Context: an optimization exercise on an open-source flow, tuned for small area. The choices shown serve that exercise and are no tape-out recipe. Only simulation tests tie the RTL to the original design; equivalence was not proved. Power is estimated from default activity; no workload was simulated. The clock port is modelled as an ideal driver; clocking choices that lean on that would not hold on a real chip.

==> inputs of run a <==
==> flow/design.v <==
module keyscan_midi (
    input  wire       clk,
    input  wire       rst,         
    input  wire       tickReq,     
    input  wire [3:0] sense,       
    output wire [7:0] colDrive,    
    output reg  [2:0] muxAddr,     
    output wire [7:0] txByte,      
    output reg        txValid,
    output reg        clampSeen    
);
    localparam [3:0] P_IDLE     = 4'd0,
                     P_SELECT   = 4'd1,
                     P_SET0     = 4'd2,    
                     P_SET      = 4'd3,    
                     P_SETTLE   = 4'd4,
                     P_READ     = 4'd5,
                     P_DIFF     = 4'd6,
                     P_HANDLE   = 4'd7,
                     P_EMIT1    = 4'd8,    
                     P_EMIT2    = 4'd9,    
                     P_ADVANCE  = 4'd10;
    reg  [3:0]  phase;
    reg  [2:0]  col;           
    reg         adv;           
    reg  [63:0] W;             
    reg  [63:0] R [0:6];       
    reg  [47:0] E;             
    reg  [2:0]  cnt;           
    reg         pending;       
    reg         z;             
    reg         lap0;          
    reg         msgOn;
    assign colDrive = 8'h01 << col;
    wire isRead   = (phase == P_READ);
    wire isHandle = (phase == P_HANDLE);
    wire isEmit1  = (phase == P_EMIT1);
    wire isEmit2  = (phase == P_EMIT2);
    wire swap     = pending && (cnt == 3'b001);
    wire [7:0] o = z ? 8'd0 : W[63:56];
    wire oLM = o[7], oLB = o[6], oUM = o[5], oUB = o[4];
    wire onL = o[3], offL = o[2], onU = o[1], offU = o[0];
    wire sLM = sense[0], sLB = sense[1], sUM = sense[2], sUB = sense[3];
    wire mcL = sLM ^ oLM, bcL = sLB ^ oLB;
    wire mcU = sUM ^ oUM, bcU = sUB ^ oUB;
    wire emL = mcL & (sLM ? ~onL : ~offL);
    wire emU = mcU & (sUM ? ~onU : ~offU);
    wire clrL = bcL & sLB, clrU = bcU & sUB;
    wire nOnL  = ~clrL & (onL  | (mcL &  sLM));
    wire nOffL = ~clrL & (offL | (mcL & ~sLM));
    wire nOnU  = ~clrU & (onU  | (mcU &  sUM));
    wire nOffU = ~clrU & (offU | (mcU & ~sUM));
    wire [7:0] nWord = {sLM, sLB, sUM, sUB, nOnL, nOffL, nOnU, nOffU};
    wire [5:0] nEv = {emL, mcL & (sLM | ~emL), bcL,
                      emU, mcU & (sUM | ~emU), bcU};
    reg [15:0] ka, kb, kp;     
    integer k;
    always @(*) begin
        for (k = 0; k < 8; k = k + 1) begin
            ka[k]   = E[6*(7-k) + 5];
            kb[k]   = E[6*(7-k) + 4];
            kp[k]   = E[6*(7-k) + 3];
            ka[8+k] = E[6*(7-k) + 2];
            kb[8+k] = E[6*(7-k) + 1];
            kp[8+k] = E[6*(7-k) + 0];
        end
    end
    wire [15:0] kmk  = ka | kb;            
    wire [15:0] pend = kmk | kp;
    function [15:0] belowOf(input [15:0] p);
        integer i;
        reg acc;
        begin
            acc = 1'b0;
            for (i = 0; i < 16; i = i + 1) begin
                belowOf[i] = acc;
                acc = acc | p[i];
            end
        end
    endfunction
    wire [15:0] below = belowOf(pend);    
    wire [15:0] sel = pend & ~below;
    wire        any = |pend;
    wire        emitSel = |(sel & ka);
    wire        onSel   = |(sel & kb);
    reg  [2:0]  mSel;
    reg         upSel;
    integer q;
    always @(*) begin
        mSel  = 3'd0;
        upSel = 1'b0;
        for (q = 0; q < 16; q = q + 1)
            if (sel[q]) begin
                mSel  = mSel  | q[2:0];
                upSel = upSel | q[3];
            end
    end
    wire clampRow = (sel[7] | sel[15]) && (col >= 3'd5);
    wire clrMk = (isHandle & ~emitSel) | isEmit2;
    reg  [47:0] Eclr;
    integer j;
    always @(*) begin
        for (j = 0; j < 16; j = j + 1) begin
            Eclr[6*(7-j%8) + (j < 8 ? 5 : 2)] = ~below[j] & clrMk;
            Eclr[6*(7-j%8) + (j < 8 ? 4 : 1)] = ~below[j] & clrMk;
            Eclr[6*(7-j%8) + (j < 8 ? 3 : 0)] = ~below[j] & ~kmk[j] & isHandle;
        end
    end
    wire [6:0] rawPitch = 7'd36 + {1'b0, mSel, col};
    wire [6:0] pitch    = (mSel == 3'd7 && col >= 3'd5) ? 7'd96 : rawPitch;
    assign txByte = isEmit1 ? {3'b100, msgOn, 3'b000, ~upSel} :
                    isEmit2 ? {1'b0, pitch} :
                              {1'b0, {7{msgOn}}};
    integer s;
    always @(posedge clk) begin
        R[0] <= swap ? W : R[6];
        for (s = 1; s < 7; s = s + 1)
            R[s] <= R[s-1];
    end
    always @(posedge clk) begin
        if (swap)
            W <= R[6];
        else if (isRead)
            W <= {W[55:0], nWord};
        if (isRead)
            E <= {E[41:0], nEv};
        else
            E <= E & ~Eclr;
        if (isHandle & any & emitSel)
            msgOn <= onSel;
    end
    always @(posedge clk) begin
        if (rst) begin
            phase     <= P_IDLE;
            col       <= 3'd0;
            adv       <= 1'b0;
            muxAddr   <= 3'd0;
            txValid   <= 1'b0;
            clampSeen <= 1'b0;
            cnt       <= 3'b001;
            pending   <= 1'b0;
            z         <= 1'b1;
            lap0      <= 1'b1;
        end else begin
            txValid <= 1'b0;
            if (!swap) cnt <= {cnt[1:0], cnt[2] ^ cnt[1]};
            if (swap) begin
                pending <= 1'b0;
                z       <= lap0;
            end
            case (phase)
                P_IDLE:   if (tickReq) phase <= P_SELECT;
                P_SELECT: begin
                    col   <= col + {2'b00, adv};
                    phase <= P_SET0;
                end
                P_SET0: begin
                    muxAddr <= 3'd0;
                    phase   <= P_SETTLE;
                end
                P_SET: begin
                    muxAddr <= muxAddr + 3'd1;
                    phase   <= P_SETTLE;
                end
                P_SETTLE: phase <= P_READ;
                P_READ: begin
                    if (muxAddr == 3'd7) begin
                        phase   <= P_DIFF;
                        pending <= 1'b1;
                        z       <= 1'b0;
                        if (col == 3'd7) lap0 <= 1'b0;
                    end else
                        phase <= P_SET;
                end
                P_DIFF: phase <= P_HANDLE;
                P_HANDLE: begin
                    if (!any)
                        phase <= P_ADVANCE;
                    else begin
                        if (clampRow) clampSeen <= 1'b1;
                        if (emitSel) begin
                            txValid <= 1'b1;
                            phase   <= P_EMIT1;
                        end
                    end
                end
                P_EMIT1: begin
                    txValid <= 1'b1;
                    phase   <= P_EMIT2;
                end
                P_EMIT2: begin
                    txValid <= 1'b1;
                    phase   <= P_HANDLE;
                end
                P_ADVANCE: begin
                    adv   <= 1'b1;
                    phase <= P_IDLE;
                end
                default: phase <= P_IDLE;
            endcase
        end
    end
endmodule
==> flow/flow/run.sh <==
#!/bin/bash
# Standard layout, with clock-tree synthesis told not to add dummy loads and
# the port buffers made with the smallest buffer.
set -euo pipefail
export CTS_ARGS="-sink_clustering_enable -repair_clock_nets -sink_clustering_size 35 -sink_clustering_max_diameter 70 -buf_list sky130_fd_sc_hd__clkbuf_16 -dont_use_dummy_load"
export BUFFER_PORTS_ARGS="-buffer_cell sky130_fd_sc_hd__buf_1"
bash standard.sh > standard.log 2>&1
==> flow/standard.sh <==
#!/bin/bash
# synth_recipe.tcl (not shown) runs the flow's synth.tcl, then flattens the netlist and writes it again
# the make line also repeats each setting of config.mk as NAME=value (left out here)
make -C /OpenROAD-flow-scripts/flow DESIGN_CONFIG=/design/flow/config.mk WORK_HOME=/design/flow/orfs CLKGATE_MAP_FILE= SYNTH_SCRIPT=/design/flow/synth_recipe.tcl "${@:-finish}"
==> flow/config.mk <==
export PLATFORM = sky130hd
export DESIGN_NAME = keyscan_midi
export DESIGN_NICKNAME = keyscan_midi
export VERILOG_FILES = /design/flow/design.v
export SDC_FILE = /design/flow/constraint.sdc
export NUM_CORES = 4
export LEC_CHECK = 0
export CAP_MARGIN = 20
export CORE_MARGIN = 2
export CORE_UTILIZATION = 65
export PLACE_DENSITY = 0.75
export SLEW_MARGIN = 20
==> flow/constraint.sdc <==
create_clock -name core_clock -period 10.0 [get_ports {clk}]
set_input_delay 2.0000 -clock core_clock [delete_from_list [all_inputs] [get_ports {clk}]]
set_output_delay 2.0000 -clock core_clock [all_outputs]
set_load 0.01 [all_outputs]
==> run b (differences from run a) <==
==> flow/design.v, changed modules only <==
module keyscan_midi (
    input  wire       clk,
    input  wire       rst,         
    input  wire       tickReq,     
    input  wire [3:0] sense,       
    output wire [7:0] colDrive,    
    output reg  [2:0] muxAddr,     
    output wire [7:0] txByte,      
    output reg        txValid,
    output reg        clampSeen    
);
    localparam [3:0] P_IDLE     = 4'd0,
                     P_SELECT   = 4'd1,
                     P_SET0     = 4'd2,    
                     P_SET      = 4'd3,    
                     P_SETTLE   = 4'd4,
                     P_READ     = 4'd5,
                     P_DIFF     = 4'd6,
                     P_HANDLE   = 4'd7,
                     P_EMIT1    = 4'd8,    
                     P_EMIT2    = 4'd9,    
                     P_ADVANCE  = 4'd10;
    reg  [3:0]  phase;
    reg  [2:0]  col;           
    reg         adv;           
    reg  [63:0] W;             
    reg  [63:0] R [0:6];       
    reg  [47:0] E;             
    reg  [2:0]  cnt;           
    reg         pending;       
    reg         z;             
    reg         lap0;          
    reg         msgOn;
    assign colDrive = 8'h01 << col;
    wire isRead   = (phase == P_READ);
    wire isHandle = (phase == P_HANDLE);
    wire isEmit1  = (phase == P_EMIT1);
    wire isEmit2  = (phase == P_EMIT2);
    wire swap     = pending && (cnt == 3'd0);
    wire [7:0] o = z ? 8'd0 : W[63:56];
    wire oLM = o[7], oLB = o[6], oUM = o[5], oUB = o[4];
    wire onL = o[3], offL = o[2], onU = o[1], offU = o[0];
    wire sLM = sense[0], sLB = sense[1], sUM = sense[2], sUB = sense[3];
    wire mcL = sLM ^ oLM, bcL = sLB ^ oLB;
    wire mcU = sUM ^ oUM, bcU = sUB ^ oUB;
    wire emL = mcL & (sLM ? ~onL : ~offL);
    wire emU = mcU & (sUM ? ~onU : ~offU);
    wire clrL = bcL & sLB, clrU = bcU & sUB;
    wire nOnL  = ~clrL & (onL  | (mcL &  sLM));
    wire nOffL = ~clrL & (offL | (mcL & ~sLM));
    wire nOnU  = ~clrU & (onU  | (mcU &  sUM));
    wire nOffU = ~clrU & (offU | (mcU & ~sUM));
    wire [7:0] nWord = {sLM, sLB, sUM, sUB, nOnL, nOffL, nOnU, nOffU};
    wire [5:0] nEv = {emL, mcL & (sLM | ~emL), bcL,
                      emU, mcU & (sUM | ~emU), bcU};
    reg [31:0] pa, pb;         
    integer k;
    always @(*) begin
        for (k = 0; k < 8; k = k + 1) begin
            pa[2*k]      = E[6*(7-k) + 5];
            pb[2*k]      = E[6*(7-k) + 4];
            pa[2*k+1]    = E[6*(7-k) + 3];
            pb[2*k+1]    = 1'b0;
            pa[16+2*k]   = E[6*(7-k) + 2];
            pb[16+2*k]   = E[6*(7-k) + 1];
            pa[16+2*k+1] = E[6*(7-k) + 0];
            pb[16+2*k+1] = 1'b0;
        end
    end
    wire [31:0] pend = pa | pb;
    wire [31:0] lowBelow = {lowBelowShift(pend), 1'b0};
    function [30:0] lowBelowShift(input [31:0] p);
        integer i;
        reg acc;
        begin
            acc = 1'b0;
            for (i = 0; i < 31; i = i + 1) begin
                acc = acc | p[i];
                lowBelowShift[i] = acc;
            end
        end
    endfunction
    wire [31:0] sel = pend & ~lowBelow;
    wire        any = |pend;
    wire [31:0] makeMask = 32'h55555555;
    wire        emitSel = |(sel & pa & makeMask);
    wire        onSel   = |(sel & pb);
    reg  [2:0]  mSel;
    reg         upSel;
    integer q;
    always @(*) begin
        mSel  = 3'd0;
        upSel = 1'b0;
        for (q = 0; q < 32; q = q + 1)
            if (sel[q]) begin
                mSel  = mSel  | q[3:1];
                upSel = upSel | q[4];
            end
    end
    wire clampRow = (mSel == 3'd7) && (col >= 3'd5);
    wire clrEn = (isHandle & ~emitSel) | isEmit2;
    reg  [47:0] Eclr;
    integer j;
    always @(*) begin
        for (j = 0; j < 8; j = j + 1) begin
            Eclr[6*(7-j) + 5] = sel[2*j]      & clrEn;
            Eclr[6*(7-j) + 4] = sel[2*j]      & clrEn;
            Eclr[6*(7-j) + 3] = sel[2*j+1]    & clrEn;
            Eclr[6*(7-j) + 2] = sel[16+2*j]   & clrEn;
            Eclr[6*(7-j) + 1] = sel[16+2*j]   & clrEn;
            Eclr[6*(7-j) + 0] = sel[16+2*j+1] & clrEn;
        end
    end
    wire [6:0] rawPitch = 7'd36 + {1'b0, mSel, col};
    wire [6:0] pitch    = (mSel == 3'd7 && col >= 3'd5) ? 7'd96 : rawPitch;
    assign txByte = isEmit1 ? {3'b100, msgOn, 3'b000, ~upSel} :
                    isEmit2 ? {1'b0, pitch} :
                              {1'b0, {7{msgOn}}};
    integer s;
    always @(posedge clk) begin
        R[0] <= swap ? W : R[6];
        for (s = 1; s < 7; s = s + 1)
            R[s] <= R[s-1];
    end
    always @(posedge clk) begin
        if (swap)
            W <= R[6];
        else if (isRead)
            W <= {W[55:0], nWord};
        if (isRead)
            E <= {E[41:0], nEv};
        else
            E <= E & ~Eclr;
        if (isHandle & any & emitSel)
            msgOn <= onSel;
    end
    always @(posedge clk) begin
        if (rst) begin
            phase     <= P_IDLE;
            col       <= 3'd0;
            adv       <= 1'b0;
            muxAddr   <= 3'd0;
            txValid   <= 1'b0;
            clampSeen <= 1'b0;
            cnt       <= 3'd0;
            pending   <= 1'b0;
            z         <= 1'b1;
            lap0      <= 1'b1;
        end else begin
            txValid <= 1'b0;
            cnt <= swap ? 3'd0 : (cnt == 3'd0 ? 3'd6 : cnt - 3'd1);
            if (swap) begin
                pending <= 1'b0;
                z       <= lap0;
            end
            case (phase)
                P_IDLE:   if (tickReq) phase <= P_SELECT;
                P_SELECT: begin
                    col   <= col + {2'b00, adv};
                    phase <= P_SET0;
                end
                P_SET0: begin
                    muxAddr <= 3'd0;
                    phase   <= P_SETTLE;
                end
                P_SET: begin
                    muxAddr <= muxAddr + 3'd1;
                    phase   <= P_SETTLE;
                end
                P_SETTLE: phase <= P_READ;
                P_READ: begin
                    if (muxAddr == 3'd7) begin
                        phase   <= P_DIFF;
                        pending <= 1'b1;
                        z       <= 1'b0;
                        if (col == 3'd7) lap0 <= 1'b0;
                    end else
                        phase <= P_SET;
                end
                P_DIFF: phase <= P_HANDLE;
                P_HANDLE: begin
                    if (!any)
                        phase <= P_ADVANCE;
                    else begin
                        if (clampRow) clampSeen <= 1'b1;
                        if (emitSel) begin
                            txValid <= 1'b1;
                            phase   <= P_EMIT1;
                        end
                    end
                end
                P_EMIT1: begin
                    txValid <= 1'b1;
                    phase   <= P_EMIT2;
                end
                P_EMIT2: begin
                    txValid <= 1'b1;
                    phase   <= P_HANDLE;
                end
                P_ADVANCE: begin
                    adv   <= 1'b1;
                    phase <= P_IDLE;
                end
                default: phase <= P_IDLE;
            endcase
        end
    end
endmodule
==> flow/run.sh (new file) <==
#!/bin/bash
# synth_recipe.tcl (not shown) runs the flow's synth.tcl, then flattens the netlist and writes it again
# the make line also repeats each setting of config.mk as NAME=value (left out here)
make -C /OpenROAD-flow-scripts/flow DESIGN_CONFIG=/design/flow/config.mk WORK_HOME=/design/flow/orfs CLKGATE_MAP_FILE= SYNTH_SCRIPT=/design/flow/synth_recipe.tcl finish
- CTS_BUF_LIST: default -> sky130_fd_sc_hd__clkbuf_8
- CTS_CLUSTER_SIZE: default -> 20
removed: flow/flow/run.sh
removed: flow/standard.sh
==> run c (differences from run a) <==
--- a/flow/design.v
+++ b/flow/design.v
@@ -69,3 +69,3 @@
     wire [15:0] pend = kmk | kp;
-    function [15:0] belowOf(input [15:0] p);
+    function [15:0] below(input [15:0] p);
         integer i;
@@ -75,3 +75,3 @@
             for (i = 0; i < 16; i = i + 1) begin
-                belowOf[i] = acc;
+                below[i] = acc;
                 acc = acc | p[i];
@@ -80,4 +80,3 @@
     endfunction
-    wire [15:0] below = belowOf(pend);    
-    wire [15:0] sel = pend & ~below;
+    wire [15:0] sel = pend & ~below(pend);
     wire        any = |pend;
@@ -97,3 +96,3 @@
     end
-    wire clampRow = (sel[7] | sel[15]) && (col >= 3'd5);
+    wire clampRow = (mSel == 3'd7) && (col >= 3'd5);
     wire clrMk = (isHandle & ~emitSel) | isEmit2;
@@ -103,5 +102,5 @@
         for (j = 0; j < 16; j = j + 1) begin
-            Eclr[6*(7-j%8) + (j < 8 ? 5 : 2)] = ~below[j] & clrMk;
-            Eclr[6*(7-j%8) + (j < 8 ? 4 : 1)] = ~below[j] & clrMk;
-            Eclr[6*(7-j%8) + (j < 8 ? 3 : 0)] = ~below[j] & ~kmk[j] & isHandle;
+            Eclr[6*(7-j%8) + (j < 8 ? 5 : 2)] = sel[j] & kmk[j] & clrMk;
+            Eclr[6*(7-j%8) + (j < 8 ? 4 : 1)] = sel[j] & kmk[j] & clrMk;
+            Eclr[6*(7-j%8) + (j < 8 ? 3 : 0)] = sel[j] & ~kmk[j] & isHandle;
         end
==> flow/flow/run.sh (replaced) <==
#!/bin/bash
# Standard layout, with clock-tree synthesis told not to add dummy loads and
# the port buffers made with the smallest buffer.
set -euo pipefail
export CTS_ARGS="-sink_clustering_enable -repair_clock_nets -sink_clustering_size 30 -sink_clustering_max_diameter 60 -buf_list sky130_fd_sc_hd__clkbuf_16 -dont_use_dummy_load"
export BUFFER_PORTS_ARGS="-buffer_cell sky130_fd_sc_hd__buf_1"
bash standard.sh > standard.log 2>&1
==> summary of the runs <==
Run b went through all stages and came out clean. Run a completed with no timing, DRC or antenna violations. Run c went through all stages and came out clean.
Of run a and run b, run a has the higher sequential power (gap about 3%, measured against run b).
Between run b and run a, the lower maximum frequency is in run b (gap about 11%, measured against run a).
Utilization: run a < run c < run b.
Between run c and run a, the lower worst hold slack is in run a (gap 0.031 ns).
Between run a and run c, the lower die area is in run a (gap about 0.34%, measured against run c).
Cell area: run a < run c < run b.
Clock skew: run a > run c > run b.
Critical path depth is the same in run a and run c.

-- separate check: timing with driven ports --
In the flow no input, the clock included, has a driving cell. The finished layouts below were timed again as built, in two steps. Step 1, drivers: a clkbuf_16 drives clk and a buf_2 each remaining input, both assumed. Step 2 also shifts input and output timing later by t, the mid clock arrival at the registers, as if the neighbouring blocks saw the same clock. a / b / c = no drivers / after step 1 / after step 2; a / b = the first two.
run | t, ns | setup WS [ns] | hold WS [ns]
run a | 0.565 | 5.055 / 5.006 / 5.571 | 0.268 / 0.268 / 0.268
run b | 0.629 | 4.422 / 4.378 / 5.007 | 0.312 / 0.312 / 0.312
run c | 0.591 | 4.713 / 4.664 / 5.256 | 0.299 / 0.299 / 0.299
After both steps every run listed still meets setup and hold.
